This design comes from an exercise in tuning for small area on the open sky130 flow, not from production work.
The RTL was checked by simulation tests, not by an equivalence proof against the original design.
No activity file was given, so power comes from the tool's default toggle rates. The clock port is modelled as an ideal driver; clocking choices that lean on that would not hold on a real chip.

the baseline:
## avr_boot_engine
module avr_boot_engine (
    input  wire        clk,
    input  wire        rst,           
    output wire        link_load,     
    output reg  [7:0]  link_tx,
    output wire        link_poll,     
    input  wire        link_done,
    input  wire        link_wcol,
    input  wire [7:0]  link_rx,
    output wire        nvm_poll,      
    input  wire        nvm_busy,
    output wire        nvm_op,        
    output reg  [1:0]  nvm_cmd,       
    output reg  [16:0] nvm_addr,
    output reg  [7:0]  nvm_lo,
    output reg  [7:0]  nvm_hi,
    output wire        pm_re,
    output reg  [16:0] pm_addr,
    input  wire [7:0]  pm_data,
    output wire        aux_re,
    output wire        aux_we,
    output reg  [15:0] aux_addr,
    output reg  [7:0]  aux_wdata,
    input  wire [7:0]  aux_rdata,
    output wire        escape,
    output reg  [2:0]  esc_cause,
    output wire        irq_inhibit
);
==> flow/config.mk <==
export PLATFORM = sky130hd
export DESIGN_NAME = avr_boot_engine
export DESIGN_NICKNAME = avr_boot_engine
export VERILOG_FILES = /design/flow/design.v
export SDC_FILE = /design/flow/constraint.sdc
export NUM_CORES = 4
export LEC_CHECK = 0
export CAP_MARGIN = 20
export CORE_MARGIN = 2
export CORE_UTILIZATION = 30
export SLEW_MARGIN = 20
==> flow/constraint.sdc <==
create_clock -name core_clock -period 10.0 [get_ports {clk}]
set_input_delay 2.0000 -clock core_clock [delete_from_list [all_inputs] [get_ports {clk}]]
set_output_delay 2.0000 -clock core_clock [all_outputs]
set_load 0.01 [all_outputs]
standard.sh (not shown) runs the stock make flow with config.mk's settings and CLKGATE_MAP_FILE= SYNTH_SCRIPT=/design/flow/synth_recipe.tcl, a recipe that flattens the netlist after the stock synthesis.
==> flow/flow/run.sh <==
#!/bin/bash
export BUFFER_PORTS_ARGS="-buffer_cell sky130_fd_sc_hd__buf_1"
export CTS_ARGS="-sink_clustering_enable -repair_clock_nets -dont_use_dummy_load -sink_clustering_size 25 -sink_clustering_max_diameter 60 -buf_list sky130_fd_sc_hd__clkbuf_16"
bash standard.sh > standard.log 2>&1
The baseline went all the way through synthesis, placement and routing and the layout is clean on timing, DRC and antenna.
The following lists how the candidate was set up differently from the baseline:
==> flow/flow/run.sh <==
#!/bin/bash
export BUFFER_PORTS_ARGS="-buffer_cell sky130_fd_sc_hd__buf_1"
export CTS_ARGS="-sink_clustering_enable -repair_clock_nets -dont_use_dummy_load -sink_clustering_size 30 -sink_clustering_max_diameter 100 -buf_list sky130_fd_sc_hd__clkbuf_16"
bash standard.sh > standard.log 2>&1
==> comparison <==
The candidate — headroom to the max-slew limit 2.4 points lower, the baseline as reference
| hold slack | the candidate vs the baseline | better |
The baseline -> the candidate: sequential cell count delta 0, exact match
Comparing the candidate and the baseline, the lower period utilization was measured on the candidate.

* * *

avr_boot_engine, a different RTL version from the one above (not shown whole).
Size in the first run: roughly 2800 cells after synthesis, about 0.048 mm² of cells after synthesis.
Settings: LEC_CHECK=0, CAP_MARGIN=20, CORE_MARGIN=2, CORE_UTILIZATION=30, MIN_ROUTING_LAYER=met2, SLEW_MARGIN=20; clock period 10.0 ns.
==> flow/flow/run.sh <==
#!/bin/bash
export BUFFER_PORTS_ARGS="-buffer_cell sky130_fd_sc_hd__buf_1"
export CTS_ARGS="-sink_clustering_enable -repair_clock_nets -dont_use_dummy_load -sink_clustering_size 33 -sink_clustering_max_diameter 100 -buf_list sky130_fd_sc_hd__clkbuf_16"
bash standard.sh > standard.log 2>&1
ANT=orfs/reports/sky130hd/avr_boot_engine/base/drt_antennas.log
for seed in 11 23 37; do
  if [[ -f $ANT ]] && ! grep -q VIOLATED $ANT; then
    break
  fi
  cp $ANT antennas_before_seed_$seed.log 2>/dev/null
  bash standard.sh clean_route > standard_clean_$seed.log 2>&1
  OR_SEED=$seed MAX_REPAIR_ANTENNAS_ITER_DRT=10 bash standard.sh > standard_seed_$seed.log 2>&1
done
The first run finished clean.
Next try:
--- a/flow/flow/run.sh
+++ b/flow/flow/run.sh
@@ -2,3 +2,3 @@
 export BUFFER_PORTS_ARGS="-buffer_cell sky130_fd_sc_hd__buf_1"
-export CTS_ARGS="-sink_clustering_enable -repair_clock_nets -dont_use_dummy_load -sink_clustering_size 33 -sink_clustering_max_diameter 100 -buf_list sky130_fd_sc_hd__clkbuf_16"
+export CTS_ARGS="-sink_clustering_enable -repair_clock_nets -dont_use_dummy_load -sink_clustering_size 30 -sink_clustering_max_diameter 100 -buf_list sky130_fd_sc_hd__clkbuf_16"
 bash standard.sh > standard.log 2>&1
--- a/flow/config.mk
+++ b/flow/config.mk
@@ -10,3 +10,2 @@
 export CORE_UTILIZATION = 30
-export MIN_ROUTING_LAYER = met2
 export SLEW_MARGIN = 20
The new run completed, yet does not pass: antenna rules.
Utilization stays flat.
Sequential power stays flat.
Worst setup slack got worse by 0.032 ns.
Via count fell by a quarter to a third.
Next try:
--- a/flow/flow/run.sh
+++ b/flow/flow/run.sh
@@ -2,3 +2,3 @@
 export BUFFER_PORTS_ARGS="-buffer_cell sky130_fd_sc_hd__buf_1"
-export CTS_ARGS="-sink_clustering_enable -repair_clock_nets -dont_use_dummy_load -sink_clustering_size 30 -sink_clustering_max_diameter 100 -buf_list sky130_fd_sc_hd__clkbuf_16"
+export CTS_ARGS="-sink_clustering_enable -repair_clock_nets -dont_use_dummy_load -sink_clustering_size 26 -sink_clustering_max_diameter 100 -buf_list sky130_fd_sc_hd__clkbuf_16"
 bash standard.sh > standard.log 2>&1
--- a/flow/config.mk
+++ b/flow/config.mk
@@ -10,2 +10,3 @@
 export CORE_UTILIZATION = 30
+export MIN_ROUTING_LAYER = met2
 export SLEW_MARGIN = 20
Result: With this change the flow passed the timing, design-rule and antenna checks. Maximum frequency climbs by 1.8%. Worst setup slack improved by 0.094 ns. Final area climbs by 0.53%. Hold slack improved by 0.014 ns. Register-to-register slack improved by 0.29 ns. Via count climbs by about 30%. Routed wire length climbs by about 3%. Sequential cell count is unchanged.
Next try:
==> flow/flow/run.sh (replaced) <==
#!/bin/bash
export BUFFER_PORTS_ARGS="-buffer_cell sky130_fd_sc_hd__buf_1"
export CTS_ARGS="-sink_clustering_enable -repair_clock_nets -dont_use_dummy_load -sink_clustering_size 30 -sink_clustering_max_diameter 100 -buf_list sky130_fd_sc_hd__clkbuf_16"
bash standard.sh > standard.log 2>&1
--- a/flow/config.mk
+++ b/flow/config.mk
@@ -10,3 +10,2 @@
 export CORE_UTILIZATION = 30
-export MIN_ROUTING_LAYER = met2
 export SLEW_MARGIN = 20
With this change the flow ran to the end with violations: antenna rules. Power falls by 1.7%. Cell area goes down by 0.55%. Global-route usage shrinks by 4.8 points. Register-to-register slack gets worse by 0.29 ns.
Next try:
==> flow/flow/run.sh (replaced) <==
#!/bin/bash
export BUFFER_PORTS_ARGS="-buffer_cell sky130_fd_sc_hd__buf_1"
export CTS_ARGS="-sink_clustering_enable -repair_clock_nets -dont_use_dummy_load -sink_clustering_size 36 -sink_clustering_max_diameter 100 -buf_list sky130_fd_sc_hd__clkbuf_16"
bash standard.sh > standard.log 2>&1
ANT=orfs/reports/sky130hd/avr_boot_engine/base/drt_antennas.log
for seed in 11 23 37; do
  if [[ -f $ANT ]] && ! grep -q VIOLATED $ANT; then
    break
  fi
  cp $ANT antennas_before_seed_$seed.log 2>/dev/null
  bash standard.sh clean_route > standard_clean_$seed.log 2>&1
  OR_SEED=$seed MAX_REPAIR_ANTENNAS_ITER_DRT=10 bash standard.sh > standard_seed_$seed.log 2>&1
done
--- a/flow/config.mk
+++ b/flow/config.mk
@@ -10,2 +10,3 @@
 export CORE_UTILIZATION = 30
+export MIN_ROUTING_LAYER = met2
 export SLEW_MARGIN = 20
Outcome: Now the flow produced a clean layout; combinational power climbs by a few percent; die area stays the same; non-clock buffer count is higher by 1; sequential power stays flat; cell count hardly moves; maximum frequency is higher slightly; first-iteration DRC count rises by well over a third.

## afterwards: timing with drivers on the ports
Ports are ideal in the flow. The routed layouts listed here were re-timed in OpenROAD. Step 1, drivers: a clkbuf_16 drives clk and a buf_2 each remaining input, both assumed. Step 2 also shifts input and output timing later by t, the mid clock arrival at the registers, as if the neighbouring blocks saw the same clock. Slacks: ideal ports / drivers / drivers and shift; pairs: ideal ports / drivers.
run	t (ns)	setup WS [ns]	worst hold slack (ns)	worst setup path at the end
the baseline	0.726	4.273 / 4.206 / 4.932	0.205 / 0.205 / 0.205	register to output
the candidate	0.724	4.309 / 4.238 / 4.961	0.266 / 0.266 / 0.266	register to output
the first run of note 2	0.725	4.670 / 4.601 / 5.325	0.284 / 0.284 / 0.284	register to output
the second run of note 2	0.731	4.638 / 4.569 / 5.299	0.255 / 0.255 / 0.255	register to output
the third run of note 2	0.732	4.732 / 4.665 / 5.397	0.269 / 0.269 / 0.269	register to output
the fourth run of note 2	0.731	4.638 / 4.569 / 5.300	0.255 / 0.255 / 0.255	register to output
the fifth run of note 2	0.705	4.704 / 4.638 / 5.343	0.208 / 0.208 / 0.208	register to output
